From an optimization exercise on the open Yosys and OpenROAD flow, aimed at small area, a short achievable clock period and few clock cycles per item; shortcuts taken in it are not production practice.
Function was checked by simulation only, so behaviour that the tests miss may differ from the original.

==> flow/design.v, too long to show whole: its modules and the start of the top module <==
// module shse_fp_round: 23 lines
// module shse_fp_mul: 19 lines
// module shse_mul24: 1303 lines
// module shse_fp_add_align: 33 lines
// module shse_fp_add: 30 lines
// module shse_smoother: 184 lines
module shse_smoother (
    input             clk,
    input             rst,
    input             in_valid,
    output            in_ready,
    input      [1:0]  in_op,
    input      [4:0]  in_band,
    input      [31:0] in_data,
    output reg        out_valid,
    output reg [31:0] out_data
);
  // ...
==> flow/flow/run.sh <==
#!/bin/bash
# Standard layout (standard.sh, unchanged synthesis), with the port buffers
# made from buf_2 cells instead of the default pick. Each tool's output goes
# to ORFS's own logs; make's output goes to standard.log here.
export BUFFER_PORTS_ARGS="-buffer_cell sky130_fd_sc_hd__buf_2"
bash standard.sh > standard.log 2>&1
==> flow/standard.sh <==
#!/bin/bash
# synth_recipe.tcl (not shown) runs the flow's synth.tcl, then flattens the netlist and writes it again
# the make line also repeats each setting of config.mk as NAME=value (left out here)
make -C /OpenROAD-flow-scripts/flow DESIGN_CONFIG=/design/flow/config.mk WORK_HOME=/design/flow/orfs CLKGATE_MAP_FILE= SYNTH_SCRIPT=/design/flow/synth_recipe.tcl "${@:-finish}"
==> flow/config.mk <==
export PLATFORM = sky130hd
export DESIGN_NAME = shse_smoother
export DESIGN_NICKNAME = shse_smoother
export VERILOG_FILES = /design/flow/design.v
export SDC_FILE = /design/flow/constraint.sdc
export NUM_CORES = 4
export LEC_CHECK = 0
export ABC_AREA = 1
export CAP_MARGIN = 20
export CORE_MARGIN = 2
export CORE_UTILIZATION = 55
export CTS_CLUSTER_DIAMETER = 70
export CTS_CLUSTER_SIZE = 25
export SETUP_SLACK_MARGIN = 2
export SLEW_MARGIN = 20
==> flow/constraint.sdc <==
create_clock -name core_clock -period 60.0 [get_ports {clk}]
set_input_delay 12.0000 -clock core_clock [delete_from_list [all_inputs] [get_ports {clk}]]
set_output_delay 12.0000 -clock core_clock [all_outputs]
set_load 0.01 [all_outputs]
==> qor.yml, run 1 <==
largest_register_ffs: 1024
grt_max_degree: 81
layout-drive-gt1-share_pct: 7.11
cts_resized: 0
multi_input_gates: 5810
dieArea_um2: 140000
holdCritStartpoint: "g_ring[7].q[24]$_DFF_P_"
wl_met1_um: 104000
max_freq_mhz: 75.6
wl_met3_um: 20300
buf_share_pct: 1.90
ys_types: 84
cp_top_family: "flip-flops"
initial_utilization_pct: 55.2
start_kind: "flop"
top_layer: "met5"
clk_path_buf_depth: 3
synth_area_um2: 75600
final_util_pct: 58.6
met2WireLength_um: 101000
slew_headroom_pct: 22.7
multi_input_area_share_pct: 52.7
gr-usage-all-layers_pct: 33.1
skew_ns: 0.0511
synthArstFlopShare_pct: 0
first_pass_iters: 6
n_antenna_cell: 1
status: "finished clean"
layout_commonest_cell: "nand2_1"
gr-total-overflow: 0
hpwl_um: 171000
Testbench counts, summed over its fixed seeds: cycles 7,184, items 7,072.
==> module shse_fp_round, before the edit <==
module shse_fp_round (
    input                sgn,
    input  signed [10:0] e0,
    input         [27:0] t,
    input                st0,
    output        [31:0] y
);
    wire        sub  = (e0 <= 11'sd0);
    wire        l1   = ~t[27] & (t[26] | (e0 == 11'sd2)) & (e0 >= 11'sd2);
    wire        l2   = ~t[27] & ~t[26] & (e0 >= 11'sd3);
    wire signed [10:0] rs_full = 11'sd3 - e0;
    wire [4:0]  sh   = sub ? ((rs_full >= 11'sd28) ? 5'd28 : rs_full[4:0])
                           : {3'd0, ~l2 & ~l1, l1};
    wire [27:0] d     = t >> sh;
    wire        st_sh = |(t & ~({28{1'b1}} << sh));
    wire [23:0] mant = d[25:2];
    wire        g    = d[1];
    wire        st   = d[0] | st_sh | st0;
    wire        rnd  = g & (st | mant[0]);
    wire [7:0]  ef   = mant[23] ? (e0[7:0] - {6'd0, l2, l1}) : 8'd0;
    wire [30:0] mag  = {ef, mant[22:0]} + {30'd0, rnd};
    assign y = {sgn, mag};
endmodule
==> module shse_fp_add_align, before the edit <==
module shse_fp_add_align (
    input  [31:0] a,
    input  [31:0] b,
    output [23:0] mg,       
    output [26:0] al,       
    output [7:0]  xg,       
    output        sgn,      
    output        sub       
);
    wire        swap = a[30:0] < b[30:0];
    wire [31:0] big  = swap ? b : a;
    wire [31:0] sml  = swap ? a : b;
    wire [7:0]  eg = big[30:23];
    wire [7:0]  es = sml[30:23];
    wire [23:0] ms = {es != 8'd0, sml[22:0]};
    wire [7:0]  xs = (es == 8'd0) ? 8'd1 : es;
    assign mg = {eg != 8'd0, big[22:0]};
    assign xg = (eg == 8'd0) ? 8'd1 : eg;
    wire [7:0]  dx = xg - xs;
    wire [4:0]  sh     = (dx >= 8'd27) ? 5'd27 : dx[4:0];
    wire [26:0] sa     = {ms, 3'd0} >> sh;
    integer i;
    reg [4:0] tz;
    always @* begin
        tz = 5'd31;
        for (i = 23; i >= 0; i = i - 1)
            if (ms[i]) tz = i[4:0];
    end
    wire        sticky = ({1'b0, tz} + 6'd3 < {1'b0, sh});
    assign al  = {sa[26:1], sa[0] | sticky};
    assign sgn = big[31];
    assign sub = big[31] ^ sml[31];
endmodule
==> module shse_fp_add, before the edit <==
module shse_fp_add (
    input  [23:0] mg,
    input  [26:0] al,
    input  [7:0]  xg,
    input         sgn,
    input         sub,
    input         pass,
    input         zsgn,
    output [31:0] y
);
    wire [27:0] sum = {1'b0, mg, 3'd0} + ({1'b0, al} ^ {28{sub}}) + {27'd0, sub};
    integer i;
    reg [4:0] lz;
    always @* begin
        lz = 5'd27;
        for (i = 0; i < 27; i = i + 1)
            if (sum[i]) lz = 5'd26 - i[4:0];
    end
    wire [7:0]  lmax = xg - 8'd1;
    wire [4:0]  k    = ({3'd0, lz} > lmax) ? lmax[4:0] : lz;
    wire [26:0] nl   = sum[26:0] << k;
    wire [23:0] mant = sum[27] ? sum[27:4] : nl[26:3];
    wire        g    = sum[27] ? sum[3]    : nl[2];
    wire        st   = sum[27] ? (|sum[2:0]) : (|nl[1:0]);
    wire        rnd  = g & (st | mant[0]);
    wire [7:0]  ef   = ~mant[23] ? 8'd0 : sum[27] ? xg + 8'd1 : xg - {3'd0, k};
    wire [30:0] mag  = {ef, mant[22:0]} + {30'd0, rnd};
    wire zero = (sum == 28'd0);
    assign y = zero ? {pass & zsgn, 31'd0} : {sgn, mag};
endmodule
==> module shse_smoother, before the edit <==
module shse_smoother (
    input             clk,
    input             rst,
    input             in_valid,
    output            in_ready,
    input      [1:0]  in_op,
    input      [4:0]  in_band,
    input      [31:0] in_data,
    output reg        out_valid,
    output reg [31:0] out_data
);
    localparam OP_STEP     = 2'd0;
    localparam OP_READ     = 2'd1;
    localparam OP_SETALPHA = 2'd2;
    localparam OP_SEED     = 2'd3;
    localparam [31:0] OMA_RESET = 32'h3E4CCCCC;   
    localparam [23:0] ALPHA_M_RESET = 24'hCCCCCD;
    localparam [9:0]  ALPHA_X_RESET = 10'd126;
    reg rst_q;
    always @(posedge clk) rst_q <= rst;
    reg [4:0] ph;
    always @(posedge clk) ph <= rst_q ? 5'd0 : ph + 5'd1;
    reg        rdy;        
    reg        rdy_o;      
    reg        s_v;
    reg [3:0]  s_op;       
    reg [4:0]  s_band;
    reg [31:0] s_data;
    reg [2:0]  s_cnt;      
    wire is_step  = s_op[0];
    wire is_read  = s_op[1];
    wire is_setal = s_op[2];
    wire is_seed  = s_op[3];
    reg        r1_v, r1_wb, r1_seed, r1_setal, r1_pass, r1_zsgn;
    reg [1:0]  r1_tap;
    reg        r1_s1, r1_s2, r1_st1, r1_st2;
    reg [10:0] r1_e1, r1_e2;
    reg [27:0] r1_t1, r1_t2;
    reg        r2_v, r2_wb, r2_seed, r2_setal, r2_pass, r2_zsgn;
    reg [1:0]  r2_tap;
    reg [23:0] r2_mg;
    reg [26:0] r2_al;
    reg [7:0]  r2_xg;
    reg        r2_sgn, r2_sub;
    reg [23:0] a_m;
    reg [9:0]  a_x;
    reg [31:0] oma;
    wire a_busy = ~a_m[23] & (|a_m);      
    wire [1023:0] ring;                   
    wire [31:0] tap0 = ring[32*0  +: 32];
    wire [31:0] tap1 = ring[32*8  +: 32];
    wire [31:0] tap2 = ring[32*16 +: 32];
    wire [31:0] tap3 = ring[32*24 +: 32];
    wire       leave = s_v & rdy;
    wire [1:0] tap   = ph[4:3] - s_band[4:3];
    wire       fire  = is_seed ? (s_v & (s_cnt == 3'd0)) : leave;
    assign in_ready = rdy_o;
    wire accept = in_valid & rdy;
    wire [2:0] ph_n    = rst_q ? 3'd0 : ph[2:0] + 3'd1;
    wire       ld_a    = s_v & is_setal & rdy;             
    wire       busy_n  = ld_a ? (~d_n & (|s_data[22:0])) : (a_busy & ~a_m[22]);
    wire       blk_n   = (s_v & is_setal) | r1_setal | busy_n;
    wire [3:0] in_op1  = {in_op == OP_SEED, in_op == OP_SETALPHA, in_op == OP_READ, in_op == OP_STEP};
    wire       go_new  = in_op1[2] | ((in_band[2:0] == ph_n) & (in_op1[1] | (in_op1[0] & ~blk_n)));
    wire       go_old  = is_setal | (is_seed & (s_cnt == 3'd5))
                       | ((s_band[2:0] == ph_n) & (is_read | (is_step & ~blk_n)));
    wire       rdy_n   = accept ? go_new : (rdy ? 1'b1 : go_old);
    wire       rdy_n2  = (in_valid & rdy_o) ? go_new : (rdy_o | go_old);
    always @(posedge clk) begin
        if (rst) begin
            rdy    <= 1'b1;
            rdy_o  <= 1'b1;
            s_v    <= 1'b0;
        end else begin
            rdy    <= rdy_n;
            rdy_o  <= rdy_n2;
            if (rdy) s_v <= in_valid;
        end
        if (rdy) begin
            s_op   <= in_op1;
            s_band <= in_band;
            s_data <= in_data;
            s_cnt  <= 3'd0;
        end else begin
            s_cnt  <= s_cnt + 3'd1;
        end
    end
    wire [31:0] sm = (tap == 2'd0) ? tap0 : (tap == 2'd1) ? tap1 :
                     (tap == 2'd2) ? tap2 : tap3;
    wire        one_a = is_read | is_setal;
    wire [23:0] m_a = one_a ? 24'h800000 : is_seed ? 24'd0 : a_m;
    wire [9:0]  x_a = one_a ? 10'd127 : a_x;
    wire        sm_n = (sm[30:23] != 8'd0);
    wire [23:0] m_b = is_setal ? 24'h800000 : {sm_n, sm[22:0]};
    wire [9:0]  x_b = is_setal ? 10'd127 : {2'd0, sm[30:24], sm[23] | ~sm_n};
    wire        s_b = ~is_setal & sm[31];
    wire        oma_n = (oma[30:23] != 8'd0);    
    wire [23:0] m_c = is_step ? {oma_n, oma[22:0]} : is_read ? 24'd0 : 24'h800000;
    wire [9:0]  x_c = is_step ? {2'd0, oma[30:23]} : 10'd127;
    wire        s_c = is_setal | (is_step & oma[31]);
    wire        d_n = (s_data[30:23] != 8'd0);
    wire [23:0] m_d = {d_n, s_data[22:0]};
    wire [9:0]  x_d = {2'd0, s_data[30:24], s_data[23] | ~d_n};
    wire        f_s1, f_s2, f_st1, f_st2;
    wire [10:0] f_e1, f_e2;
    wire [27:0] f_t1, f_t2;
    shse_fp_mul u_mul1 (.sa(s_b),        .ma(m_b), .xa(x_b), .sb(1'b0), .mb(m_a), .xb(x_a),
                        .sgn(f_s1), .e0(f_e1), .t(f_t1), .st0(f_st1));
    shse_fp_mul u_mul2 (.sa(s_data[31]), .ma(m_d), .xa(x_d), .sb(s_c),  .mb(m_c), .xb(x_c),
                        .sgn(f_s2), .e0(f_e2), .t(f_t2), .st0(f_st2));
    always @(posedge clk) begin
        r1_v     <= ~rst & fire;
        r1_wb    <= ~rst & is_step & leave;
        r1_seed  <= ~rst & s_v & is_seed;
        r1_setal <= ~rst & s_v & is_setal;
        r1_tap   <= tap;
        r1_pass  <= is_read | is_seed;
        r1_zsgn  <= is_read ? sm[31] : s_data[31];
        r1_s1 <= f_s1;  r1_e1 <= f_e1;  r1_t1 <= f_t1;  r1_st1 <= f_st1;
        r1_s2 <= f_s2;  r1_e2 <= f_e2;  r1_t2 <= f_t2;  r1_st2 <= f_st2;
    end
    wire [31:0] p1, p2;
    shse_fp_round u_rnd1 (.sgn(r1_s1), .e0(r1_e1), .t(r1_t1), .st0(r1_st1), .y(p1));
    shse_fp_round u_rnd2 (.sgn(r1_s2), .e0(r1_e2), .t(r1_t2), .st0(r1_st2), .y(p2));
    wire [23:0] g_mg;
    wire [26:0] g_al;
    wire [7:0]  g_xg;
    wire        g_sgn, g_sub;
    shse_fp_add_align u_align (.a(p1), .b(p2), .mg(g_mg), .al(g_al), .xg(g_xg),
                               .sgn(g_sgn), .sub(g_sub));
    always @(posedge clk) begin
        r2_v     <= ~rst & r1_v;
        r2_wb    <= ~rst & r1_wb;
        r2_seed  <= ~rst & r1_seed;
        r2_setal <= ~rst & r1_setal;
        r2_tap   <= r1_tap;
        r2_pass  <= r1_pass;
        r2_zsgn  <= r1_zsgn;
        r2_mg  <= g_mg;
        r2_al  <= g_al;
        r2_xg  <= g_xg;
        r2_sgn <= g_sgn;
        r2_sub <= g_sub;
    end
    always @(posedge clk) begin
        if (rst_q) begin
            a_m <= ALPHA_M_RESET;
            a_x <= ALPHA_X_RESET;
        end else if (s_v & is_setal) begin
            a_m <= m_d;
            a_x <= x_d;
        end else if (a_busy) begin
            a_m <= {a_m[22:0], 1'b0};
            a_x <= a_x - 10'd1;
        end
    end
    wire [31:0] sum;
    shse_fp_add u_add (.mg(r2_mg), .al(r2_al), .xg(r2_xg), .sgn(r2_sgn), .sub(r2_sub),
                       .pass(r2_pass), .zsgn(r2_zsgn), .y(sum));
    always @(posedge clk) begin
        out_valid <= ~rst & r2_v;
        out_data  <= sum;
        if (rst_q)
            oma <= OMA_RESET;
        else if (r2_setal)
            oma <= sum;
    end
    wire        seed1   = s_v & is_seed & (s_cnt == 3'd1);
    wire [31:0] wb_data = seed1 ? s_data : sum;
    wire        wb_all  = seed1 | r2_seed;
    genvar gj;
    generate
        for (gj = 0; gj < 32; gj = gj + 1) begin : g_ring
            reg [31:0] q;
            if (gj % 8 == 3) begin : g_port
                wire en = wb_all | (r2_wb & (r2_tap == gj / 8));
                always @(posedge clk) q <= en ? wb_data : ring[32*(gj-1) +: 32];
            end else begin : g_pass
                always @(posedge clk) q <= ring[32*((gj+31)%32) +: 32];
            end
            assign ring[32*gj +: 32] = q;
        end
    endgenerate
endmodule
==> inputs of run 2 (changes only) <==
--- a/flow/design.v
+++ b/flow/design.v
@@ -18,7 +18,9 @@
     wire        st   = d[0] | st_sh | st0;
     wire        rnd  = g & (st | mant[0]);
     wire [7:0]  ef   = mant[23] ? (e0[7:0] - {6'd0, l2, l1}) : 8'd0;
-    wire [30:0] mag  = {ef, mant[22:0]} + {30'd0, rnd};
+    wire [30:0] mag;
+    wire        mag_co;
+    shse_bk_add #(31) u_inc (.a({ef, mant[22:0]}), .b(31'd0), .ci(rnd), .s(mag), .co(mag_co));
     assign y = {sgn, mag};
 endmodule
 module shse_fp_mul (
@@ -1348,6 +1350,8 @@
     input  [31:0] b,
     output [23:0] mg,       
     output [26:0] al,       
+    output [2:0]  sh_lo,    
+    output        st,       
     output [7:0]  xg,       
     output        sgn,      
     output        sub       
@@ -1363,7 +1367,8 @@
     assign xg = (eg == 8'd0) ? 8'd1 : eg;
     wire [7:0]  dx = xg - xs;
     wire [4:0]  sh     = (dx >= 8'd27) ? 5'd27 : dx[4:0];
-    wire [26:0] sa     = {ms, 3'd0} >> sh;
+    assign al    = {ms, 3'd0} >> {sh[4:3], 3'd0};
+    assign sh_lo = sh[2:0];
     integer i;
     reg [4:0] tz;
     always @* begin
@@ -1371,14 +1376,15 @@
         for (i = 23; i >= 0; i = i - 1)
             if (ms[i]) tz = i[4:0];
     end
-    wire        sticky = ({1'b0, tz} + 6'd3 < {1'b0, sh});
-    assign al  = {sa[26:1], sa[0] | sticky};
+    assign st  = ({1'b0, tz} + 6'd3 < {1'b0, sh});
     assign sgn = big[31];
     assign sub = big[31] ^ sml[31];
 endmodule
 module shse_fp_add (
     input  [23:0] mg,
-    input  [26:0] al,
+    input  [26:0] al8,      
+    input  [2:0]  sh_lo,    
+    input         al_st,    
     input  [7:0]  xg,
     input         sgn,
     input         sub,
@@ -1386,7 +1392,12 @@
     input         zsgn,
     output [31:0] y
 );
-    wire [27:0] sum = {1'b0, mg, 3'd0} + ({1'b0, al} ^ {28{sub}}) + {27'd0, sub};
+    wire [26:0] sa = al8 >> sh_lo;
+    wire [26:0] al = {sa[26:1], sa[0] | al_st};
+    wire [27:0] sum;
+    wire        sum_co;
+    shse_bk_add #(28) u_sum (.a({1'b0, mg, 3'd0}), .b({1'b0, al} ^ {28{sub}}), .ci(sub),
+                             .s(sum), .co(sum_co));
     integer i;
     reg [4:0] lz;
     always @* begin
@@ -1402,10 +1413,55 @@
     wire        st   = sum[27] ? (|sum[2:0]) : (|nl[1:0]);
     wire        rnd  = g & (st | mant[0]);
     wire [7:0]  ef   = ~mant[23] ? 8'd0 : sum[27] ? xg + 8'd1 : xg - {3'd0, k};
-    wire [30:0] mag  = {ef, mant[22:0]} + {30'd0, rnd};
+    wire [30:0] mag;
+    wire        mag_co;
+    shse_bk_add #(31) u_inc (.a({ef, mant[22:0]}), .b(31'd0), .ci(rnd), .s(mag), .co(mag_co));
     wire zero = (sum == 28'd0);
     assign y = zero ? {pass & zsgn, 31'd0} : {sgn, mag};
 endmodule
+module shse_bk_add #(parameter W = 28) (
+    input  [W-1:0] a,
+    input  [W-1:0] b,
+    input          ci,
+    output [W-1:0] s,
+    output         co
+);
+    wire [W-1:0] g0 = (a & b) | ({{(W-1){1'b0}}, ci} & (a | b));
+    wire [W-1:0] p0 = a ^ b;
+    localparam L = (W > 32) ? 6 : (W > 16) ? 5 : (W > 8) ? 4 : (W > 4) ? 3 : (W > 2) ? 2 : 1;
+    wire [W-1:0] g [0:2*L];
+    wire [W-1:0] p [0:2*L];
+    assign g[0] = g0;
+    assign p[0] = p0;
+    genvar lv, i;
+    generate
+        for (lv = 0; lv < L; lv = lv + 1) begin : up
+            for (i = 0; i < W; i = i + 1) begin : b
+                if ((i % (2 << lv)) == ((2 << lv) - 1)) begin : n
+                    assign g[lv+1][i] = g[lv][i] | (p[lv][i] & g[lv][i - (1 << lv)]);
+                    assign p[lv+1][i] = p[lv][i] & p[lv][i - (1 << lv)];
+                end else begin : k
+                    assign g[lv+1][i] = g[lv][i];
+                    assign p[lv+1][i] = p[lv][i];
+                end
+            end
+        end
+        for (lv = L - 2; lv >= 0; lv = lv - 1) begin : dn
+            for (i = 0; i < W; i = i + 1) begin : b
+                if ((i % (2 << lv)) == ((1 << lv) - 1) && i >= (2 << lv)) begin : n
+                    assign g[2*L-1-lv][i] = g[2*L-2-lv][i] | (p[2*L-2-lv][i] & g[2*L-2-lv][i - (1 << lv)]);
+                    assign p[2*L-1-lv][i] = p[2*L-2-lv][i] & p[2*L-2-lv][i - (1 << lv)];
+                end else begin : k
+                    assign g[2*L-1-lv][i] = g[2*L-2-lv][i];
+                    assign p[2*L-1-lv][i] = p[2*L-2-lv][i];
+                end
+            end
+        end
+    endgenerate
+    wire [W-1:0] c = g[2*L-1];      
+    assign s  = p0 ^ {c[W-2:0], ci};
+    assign co = c[W-1];
+endmodule
 module shse_smoother (
     input             clk,
     input             rst,
@@ -1448,6 +1504,8 @@
     reg [1:0]  r2_tap;
     reg [23:0] r2_mg;
     reg [26:0] r2_al;
+    reg [2:0]  r2_shlo;
+    reg        r2_st;
     reg [7:0]  r2_xg;
     reg        r2_sgn, r2_sub;
     reg [23:0] a_m;
@@ -1473,7 +1531,10 @@
     wire       go_old  = is_setal | (is_seed & (s_cnt == 3'd5))
                        | ((s_band[2:0] == ph_n) & (is_read | (is_step & ~blk_n)));
     wire       rdy_n   = accept ? go_new : (rdy ? 1'b1 : go_old);
-    wire       rdy_n2  = (in_valid & rdy_o) ? go_new : (rdy_o | go_old);
+    wire       al_now  = (ph[2:0] == s_band[2:0]);
+    wire       free    = ~s_v | is_setal | (is_seed & (s_cnt == 3'd6)) | (is_read & al_now)
+                       | (is_step & al_now & ~r1_setal & ~r2_setal & ~a_busy);
+    wire       rdy_n2  = (in_valid & free) ? go_new : (free | go_old);
     always @(posedge clk) begin
         if (rst) begin
             rdy    <= 1'b1;
@@ -1532,10 +1593,12 @@
     shse_fp_round u_rnd2 (.sgn(r1_s2), .e0(r1_e2), .t(r1_t2), .st0(r1_st2), .y(p2));
     wire [23:0] g_mg;
     wire [26:0] g_al;
+    wire [2:0]  g_shlo;
+    wire        g_st;
     wire [7:0]  g_xg;
     wire        g_sgn, g_sub;
-    shse_fp_add_align u_align (.a(p1), .b(p2), .mg(g_mg), .al(g_al), .xg(g_xg),
-                               .sgn(g_sgn), .sub(g_sub));
+    shse_fp_add_align u_align (.a(p1), .b(p2), .mg(g_mg), .al(g_al), .sh_lo(g_shlo), .st(g_st),
+                               .xg(g_xg), .sgn(g_sgn), .sub(g_sub));
     always @(posedge clk) begin
         r2_v     <= ~rst & r1_v;
         r2_wb    <= ~rst & r1_wb;
@@ -1546,6 +1609,8 @@
         r2_zsgn  <= r1_zsgn;
         r2_mg  <= g_mg;
         r2_al  <= g_al;
+        r2_shlo <= g_shlo;
+        r2_st  <= g_st;
         r2_xg  <= g_xg;
         r2_sgn <= g_sgn;
         r2_sub <= g_sub;
@@ -1563,7 +1628,8 @@
         end
     end
     wire [31:0] sum;
-    shse_fp_add u_add (.mg(r2_mg), .al(r2_al), .xg(r2_xg), .sgn(r2_sgn), .sub(r2_sub),
+    shse_fp_add u_add (.mg(r2_mg), .al8(r2_al), .sh_lo(r2_shlo), .al_st(r2_st), .xg(r2_xg),
+                       .sgn(r2_sgn), .sub(r2_sub),
                        .pass(r2_pass), .zsgn(r2_zsgn), .y(sum));
     always @(posedge clk) begin
         out_valid <= ~rst & r2_v;
==> run 2 against run 1 <==
Critical path depth stayed put. Routed wire length is 3.0% lower. Utilization is 0.47 points higher. Clock-buffer cell count is 4 lower. Die area is 2.0% lower. Worst hold slack better by 0.016 ns. First-iteration DRC count is 10% lower. Critical endpoint is now out_data[21].
==> qor.yml, run 2 <==
status: "finished clean"  # unchanged
end_kind: "output pin"  # unchanged
grt_pass1_wl_um: 346000  # was 354000 µm
drcViolationCount: 0  # unchanged
post-synth-top-count-cell: "nand2_1"  # unchanged
max_freq_mhz: 75.4  # was 75.6 MHz
cp_top_family: "flip-flops"  # unchanged
min_delay_path_depth: 0  # unchanged
worstReg2RegEnd: "g_ring[3].q[29]$_DFF_P_"  # was r2_al[0]$_DFF_P_
cts_sinks: 1339  # was 1335
ys.flop_type: "dfxtp_1"  # unchanged
die_w_um: 371  # was 375 µm
rr_worst_depth: 61  # was 60
synth_top_cell_by_area: "dfxtp_1"  # unchanged
crit_required_ns: 48.00  # about the same
nNetsFinal: 9249  # was 9560
yosys-top-cells-area: "dfxtp_1 (35%), fa_1 (15%), xor2_1 (8.0%), nand2_1 (7.5%), ha_1 (5.8%)"  # was dfxtp_1 (34%), fa_1 (14%), xor2_1 (8.4%), nand2_1 (8.2%), inv_1 (5.7%)
drt.antenna.violating_nets: 0  # unchanged
ios: 76  # unchanged
syn_nets: 9349  # was 9675
tns_ns: 0  # unchanged
ys_seq_elements: 1339  # was 1335
fp.dieH_um: 371  # was 375 µm
gp_congestion: 0.946  # was 0.936
layout_commonest_cell: "nand2_1"  # unchanged
initial_utilization_pct: 55.4  # was 55.2%
vias_per_cell: 5.70  # was 5.67
synth_warnings: 5  # was 3
drt_iter0_drc: 5321  # was 5915
crit_buf_inv: 1  # unchanged
slew_viol_final: 0  # unchanged
std_cell_rows: 134  # was 136
tightestPinTransition_ns: 1.21  # was 1.16 ns
cp.arrival_ns: 1.26  # was 1.23 ns
hold_viol_final: 0  # unchanged
cts_root_buf: "clkbuf_16"  # unchanged
area_growth_syn_to_layout_pct: 6.64  # was 6.29%
synth_enable_flop_cells: 41  # unchanged
fin_crit_ns: 13.26  # was 13.23 ns
detail_route.wirelength_um: 228000  # was 234000 µm
rr_startpoint: "r2_shlo[1]$_DFF_P_"  # was r1_e2[2]$_DFF_P_
htreeDepth: 3  # unchanged
gr-usage-all-layers_pct: 33.0  # was 33.1%
multiInputGateArea_um2: 41000  # was 42300 µm²
slowest_delay_ns: 0.34  # was 0.37 ns
clk_path_buf_depth: 3  # unchanged
ys_seq_area_share_pct: 36.7  # was 35.9%
fill_cells: 12000  # was 12400
start_kind: "flop"  # unchanged
wl_per_cell_um: 22.5  # was 22.3 µm
synth_common_cells: "nand2_1 (1479), dfxtp_1 (1298), inv_1 (1093), xor2_1 (679), o22ai_1 (567)"  # was nand2_1 (1650), dfxtp_1 (1294), inv_1 (1140), xor2_1 (729), o22ai_1 (561)
finalCritPeriodShare_pct: 22.1  # was 22.0%
core_area_um2: 134000  # was 137000 µm²
clkLatencyLatePin_ns: 0.74  # about the same
postSynthAreaPerCell_um2: 8.81  # was 8.60 µm²
via_count: 57700  # was 59500
synthArstFlopShare_pct: 0  # unchanged
setup_viol_count_final: 0  # unchanged
dieArea_um2: 138000  # was 140000 µm²
synth_top_area_share_pct: 35.1  # was 34.3%
final_util_pct: 59.1  # was 58.6%
whs_ns: 0.307  # was 0.291 ns
portBuffers: 75  # unchanged
layout-drive-gt1-share_pct: 6.59  # was 7.11%
cts-buffers-inserted: 78  # was 76
gr-total-overflow: 0  # unchanged
crit_fanout: 1  # was 3
ys_types: 73  # was 84
grt_max_degree: 106  # was 81
r2r_setup_slack_ns: 47.26  # was 47.63 ns
cts_resized: 0  # unchanged
final_cell_mix: "nand2_1 (1477), dfxtp_1 (1297), inv_1 (1092)"  # was nand2_1 (1647), dfxtp_1 (1293), inv_1 (1138)
first_pass_iters: 6  # unchanged
crit_type: "flop to output pin"  # unchanged
grt_setup_unrepaired: "false"  # unchanged
antenna_found_initial: 8  # was 7
max_flop_register: "g_ring.q"  # unchanged
hpwl_um: 163000  # was 171000 µm
largest_register_ffs: 1024  # unchanged
synthCells: 8405  # was 8786
holdCritStartpoint: "g_ring[15].q[25]$_DFF_P_"  # was g_ring[7].q[24]$_DFF_P_
skew_ns: 0.0919  # was 0.0511 ns
synth_area_um2: 74100  # was 75600 µm²
post_cts_buffers: 0  # unchanged
crit_chain: "buf_2"  # unchanged
hold_path_class: "flop to flop"  # unchanged
min_to: "g_ring[16].q[25]$_DFF_P_"  # was g_ring[8].q[24]$_DFF_P_
regArea_um2: 27200  # was 27100 µm²
clk_pin_slew_ns: 0.09  # about the same
drv_cap: 0  # unchanged
slew_headroom_pct: 19.4  # was 22.7%
holdBufCountCts: 0  # unchanged
cp_slowest_cell: "dfxtp_1"  # unchanged
first_global_vias: 56900  # was 58200
cts_tree: "built"  # unchanged
run 2: how the worst max path moves through the flow:
| stage | start | to | cells past startpoint |
|---|---|---|---|
| global placement | in_op[0] | rdy_o$_SDFF_PP1_ | 7 |
| detailed placement | in_op[0] | rdy_o$_SDFF_PP1_ | 7 |
| floorplan | in_band[1] | rdy$_SDFF_PP1_ | 5 |
| CTS | out_data[21]$_DFF_P_ | out_data[21] | 1 |
| finish | out_data[21]$_DFF_P_ | out_data[21] | 1 |
| global route | r1_e2[2]$_DFF_P_ | r2_st$_DFF_P_ | 60 |
run 2: logic make-up after synthesis:
logic type,after synthesis,synth area share [%]
and+or+nand+nor,2312,12.9
buffers and inverters,1590,8.33
adders and majority gates,902,20.9
muxes,22,0.297
xor gates and xnor gates,745,8.85
AOI/OAI and AO/OA,1495,12.0
DFF,1339,36.7
run 2: layer usage:
layer  up-vias  track usage (%)  wire length [µm]
met5         -                0                27
met3       499             6.74             20500
met1     27800             46.7            101000
met2      2519             50.4             98500
met4         4             10.9              7590
li1      26800                -                 -
run 2: stage by stage:
stage               std cells  area [µm²]  worst slack (ns)
floorplan                8405       74100             47.38
global placement         9993       76400             47.09
detailed placement       9993       76400             47.13
CTS                     10100       79000             46.72
global route            10100       79000             45.73
finish                  10100       79000             46.74
run 2: final cells by class:
| cell class | instances | area share, % |
|---|---|---|
| multi-input combinational | 5476 | 51.9 |
| clock inverter | 34 | 0.713 |
| inverter | 1168 | 5.55 |
| antenna | 4 | 0.0127 |
| timing repair buffer | 242 | 2.06 |
| tap | 1768 | 2.80 |
| sequential | 1339 | 34.5 |
| clock buffer | 81 | 2.49 |
Testbench counts of run 2, summed over its fixed seeds: cycles 7,184, items 7,072.
==> inputs of run 3 (changes only) <==
--- a/flow/design.v
+++ b/flow/design.v
@@ -1369,14 +1369,8 @@
     wire [4:0]  sh     = (dx >= 8'd27) ? 5'd27 : dx[4:0];
     assign al    = {ms, 3'd0} >> {sh[4:3], 3'd0};
     assign sh_lo = sh[2:0];
-    integer i;
-    reg [4:0] tz;
-    always @* begin
-        tz = 5'd31;
-        for (i = 23; i >= 0; i = i - 1)
-            if (ms[i]) tz = i[4:0];
-    end
-    assign st  = ({1'b0, tz} + 6'd3 < {1'b0, sh});
+    wire [26:0] ms_ext = {ms, 3'd0};
+    assign st  = |(ms_ext & ~({27{1'b1}} << sh));
     assign sgn = big[31];
     assign sub = big[31] ^ sml[31];
 endmodule
==> run 3 against run 2 <==
Still clean. Fmax up 0.89%. Global-route usage increased by 1.8 points. Critical path depth did not move. Non-clock buffer count grew 11. Worst setup slack gained 0.12 ns. Clock skew fell by 0.061 ns. Utilization up 0.13 points. First-iteration DRC count grew 10%. Critical path type unchanged. Highest routed layer unchanged.
==> qor.yml, run 3 <==
ys.flop_type: "dfxtp_1"  # unchanged
place_inst: 10100  # was 9993
tns_ns: 0  # unchanged
syn_nets: 9446  # was 9349
clk_path_buf_depth: 3  # unchanged
drt_iter0_drc: 5854  # was 5321
cts-buffers-inserted: 75  # was 78
cp_slowest_cell: "dfxtp_1"  # unchanged
htreeDepth: 3  # unchanged
cts_sinks: 1339  # unchanged
synth_enable_flop_cells: 41  # unchanged
post-synth-top-count-cell: "nand2_1"  # unchanged
hold_path_class: "flop to flop"  # unchanged
slew_headroom_pct: 23.0  # was 19.4%
place_ws_ns: 46.83  # was 47.13 ns
initial_utilization_pct: 55.6  # was 55.4%
detail_route.wirelength_um: 241000  # was 228000 µm
crit_chain: "buf_2"  # unchanged
portBuffers: 75  # unchanged
fin_crit_ns: 13.14  # was 13.26 ns
layout-drive-gt1-share_pct: 6.39  # was 6.59%
synth_common_cells: "nand2_1 (1494), dfxtp_1 (1298), inv_1 (1101), xor2_1 (674), fa_1 (558)"  # was nand2_1 (1479), dfxtp_1 (1298), inv_1 (1093), xor2_1 (679), o22ai_1 (567)
via_count: 58800  # was 57700
ys_types: 76  # was 73
first_pass_iters: 7  # was 6
ys_seq_elements: 1339  # unchanged
max_flop_register: "g_ring.q"  # unchanged
grt_setup_unrepaired: "false"  # unchanged
cts_tree: "built"  # unchanged
wl_per_cell_um: 23.6  # was 22.5 µm
min_delay_path_depth: 0  # unchanged
hpwl_um: 173000  # was 163000 µm
vias_per_cell: 5.76  # was 5.70
ys_seq_area_share_pct: 36.6  # was 36.7%
holdBufCountCts: 0  # unchanged
first_global_vias: 58100  # was 56900
clk_pin_slew_ns: 0.10  # was 0.09 ns
die_w_um: 372  # was 371 µm
grt_max_degree: 93  # was 106
crit_required_ns: 48.00  # about the same
slowest_delay_ns: 0.32  # was 0.34 ns
postSynthAreaPerCell_um2: 8.74  # was 8.81 µm²
skew_ns: 0.0311  # was 0.0919 ns
crit_buf_inv: 1  # unchanged
post_cts_buffers: 0  # unchanged
std_cell_rows: 134  # unchanged
end_kind: "output pin"  # unchanged
fin_ws_ns: 46.86  # was 46.74 ns
cp.arrival_ns: 1.14  # was 1.26 ns
dieArea_um2: 138000  # about the same
finalCritPeriodShare_pct: 21.9  # was 22.1%
ios: 76  # unchanged
final_cell_mix: "nand2_1 (1489), dfxtp_1 (1297), inv_1 (1101)"  # was nand2_1 (1477), dfxtp_1 (1297), inv_1 (1092)
synth_warnings: 4  # was 5
fp.dieH_um: 372  # was 371 µm
status: "finished clean"  # unchanged
slew_viol_final: 0  # unchanged
start_kind: "flop"  # unchanged
crit_fanout: 1  # unchanged
max_freq_mhz: 76.1  # was 75.4 MHz
drv_cap: 0  # unchanged
hold_viol_final: 0  # unchanged
layout_commonest_cell: "nand2_1"  # unchanged
cp.depth: 1  # unchanged
cp_top_family: "flip-flops"  # unchanged
instances_no_fill: 10200  # was 10100
gr-total-overflow: 0  # unchanged
final_util_pct: 59.2  # was 59.1%
rr_worst_depth: 62  # was 61
synth_area_um2: 74400  # was 74100 µm²
synth_top_cell_by_area: "dfxtp_1"  # unchanged
yosys-top-cells-area: "dfxtp_1 (35%), fa_1 (15%), xor2_1 (7.9%), nand2_1 (7.5%), ha_1 (5.7%)"  # was dfxtp_1 (35%), fa_1 (15%), xor2_1 (8.0%), nand2_1 (7.5%), ha_1 (5.8%)
cts_resized: 0  # unchanged
clkLatencyLatePin_ns: 0.71  # was 0.74 ns
synthArstFlopShare_pct: 0  # unchanged
drt.antenna.violating_nets: 0  # unchanged
largest_register_ffs: 1024  # unchanged
core_area_um2: 134000  # about the same
synth_top_area_share_pct: 34.9  # was 35.1%
setup_viol_count_final: 0  # unchanged
gr-usage-all-layers_pct: 34.8  # was 33.0%
nNetsFinal: 9349  # was 9249
synthCells: 8507  # was 8405
tightestPinTransition_ns: 1.15  # was 1.21 ns
cts_root_buf: "clkbuf_16"  # unchanged
antenna_found_initial: 14  # was 8
drcViolationCount: 0  # unchanged
gp_congestion: 0.971  # was 0.946
crit_type: "flop to output pin"  # unchanged
area_growth_syn_to_layout_pct: 6.57  # was 6.64%
whs_ns: 0.316  # was 0.307 ns
grt_pass1_wl_um: 360000  # was 346000 µm
## run 3: cell types whose count changed after synthesis, sizes merged, moves of 15 or more
cell | previous run | this run
nand3 | 257 | 398
or2 | 22 | 50
o22ai | 567 | 549
clkbuf | 327 | 347
nor2 | 409 | 425
a21oi | 179 | 158
o21ai | 532 | 486
buf | 95 | 80
## run 3: logic make-up (layout without fill, tap and decap cells)
kind of cell	after synthesis	in the layout	share of synthesized area, %
adder cells (fa/ha/maj)	897	897	20.7
other	0	6	0
AO/OA/AOI/OAI	1415	1415	11.4
multiplexers	19	19	0.256
XOR/XNOR	735	735	8.67
AND/OR/NAND/NOR	2505	2505	14.1
buffers and inverters	1597	1529	8.25
flip-flops	1339	1339	36.6
## run 3: per-stage QoR
step	area, µm²
floorplan	74400
global placement	76800
detailed placement	76900
CTS	79200
global route	79300
finish	79300
## run 3: final timing paths
kind / startpoint / end / slack (ns)
setup / recovery: rdy_o$_SDFF_PP1_ / in_ready / 46.86
hold / removal: g_ring[23].q[20]$_DFF_P_ / g_ring[24].q[20]$_DFF_P_ / 0.32
setup reg to reg: r2_shlo[0]$_DFF_P_ / g_ring[19].q[27]$_DFF_P_ / 47.18
hold reg to reg: g_ring[23].q[20]$_DFF_P_ / g_ring[24].q[20]$_DFF_P_ / 0.32
## run 3: cell type report
class	count	area, µm²
multi-input combinational	5571	41300
tap	1768	2210
fill	11900	54500
clock buffer	79	1900
timing repair buffer	253	1740
sequential	1339	27200
clock inverter	27	477
inverter	1170	4390
antenna	6	15.0
## run 3: per-layer routing
| metal | vias to the layer above | track usage (%) | wire length, µm |
|---|---|---|---|
| met2 | 2702 | 53.9 | 106000 |
| li1 | 27100 | - | - |
| met1 | 28300 | 45.1 | 99000 |
| met4 | 8 | 19.0 | 14900 |
| met3 | 702 | 8.05 | 21700 |
| met5 | - | 0 | 61 |
Testbench counts of run 3, summed over its fixed seeds: cycles 7,184, items 7,072.

separate check: timing with driven ports:
The results above use ideal ports. As a check the final layouts listed here were re-extracted and re-timed, cells and wires unchanged. Step 1 sets driving cells, clkbuf_16 on the clock port and buf_2 on the other inputs (assumed; they add their load-dependent delay and slew). Step 2 also shifts input and output timing later by t, the mid clock arrival at the registers, as if the neighbouring blocks saw the same clock. Slacks: no drivers / after step 1 / after step 2; pairs: no drivers / after step 1.
run	shift t [ns]	setup WS [ns]	worst setup path after step 2	worst slew at a driven data input, ns	cell pins on the clock port's net
run 1	0.790	46.774 / 46.696 / 47.054	input to register	0.04	1
run 2	0.775	46.740 / 46.656 / 47.114	input to register	0.05	1
run 3	0.780	46.858 / 46.773 / 46.850	input to register	0.04	1
After both steps every run listed still meets setup and hold. The setup slack of run 3, which loses most, moves by -0.085 ns with the drivers and by -0.008 ns with both steps.
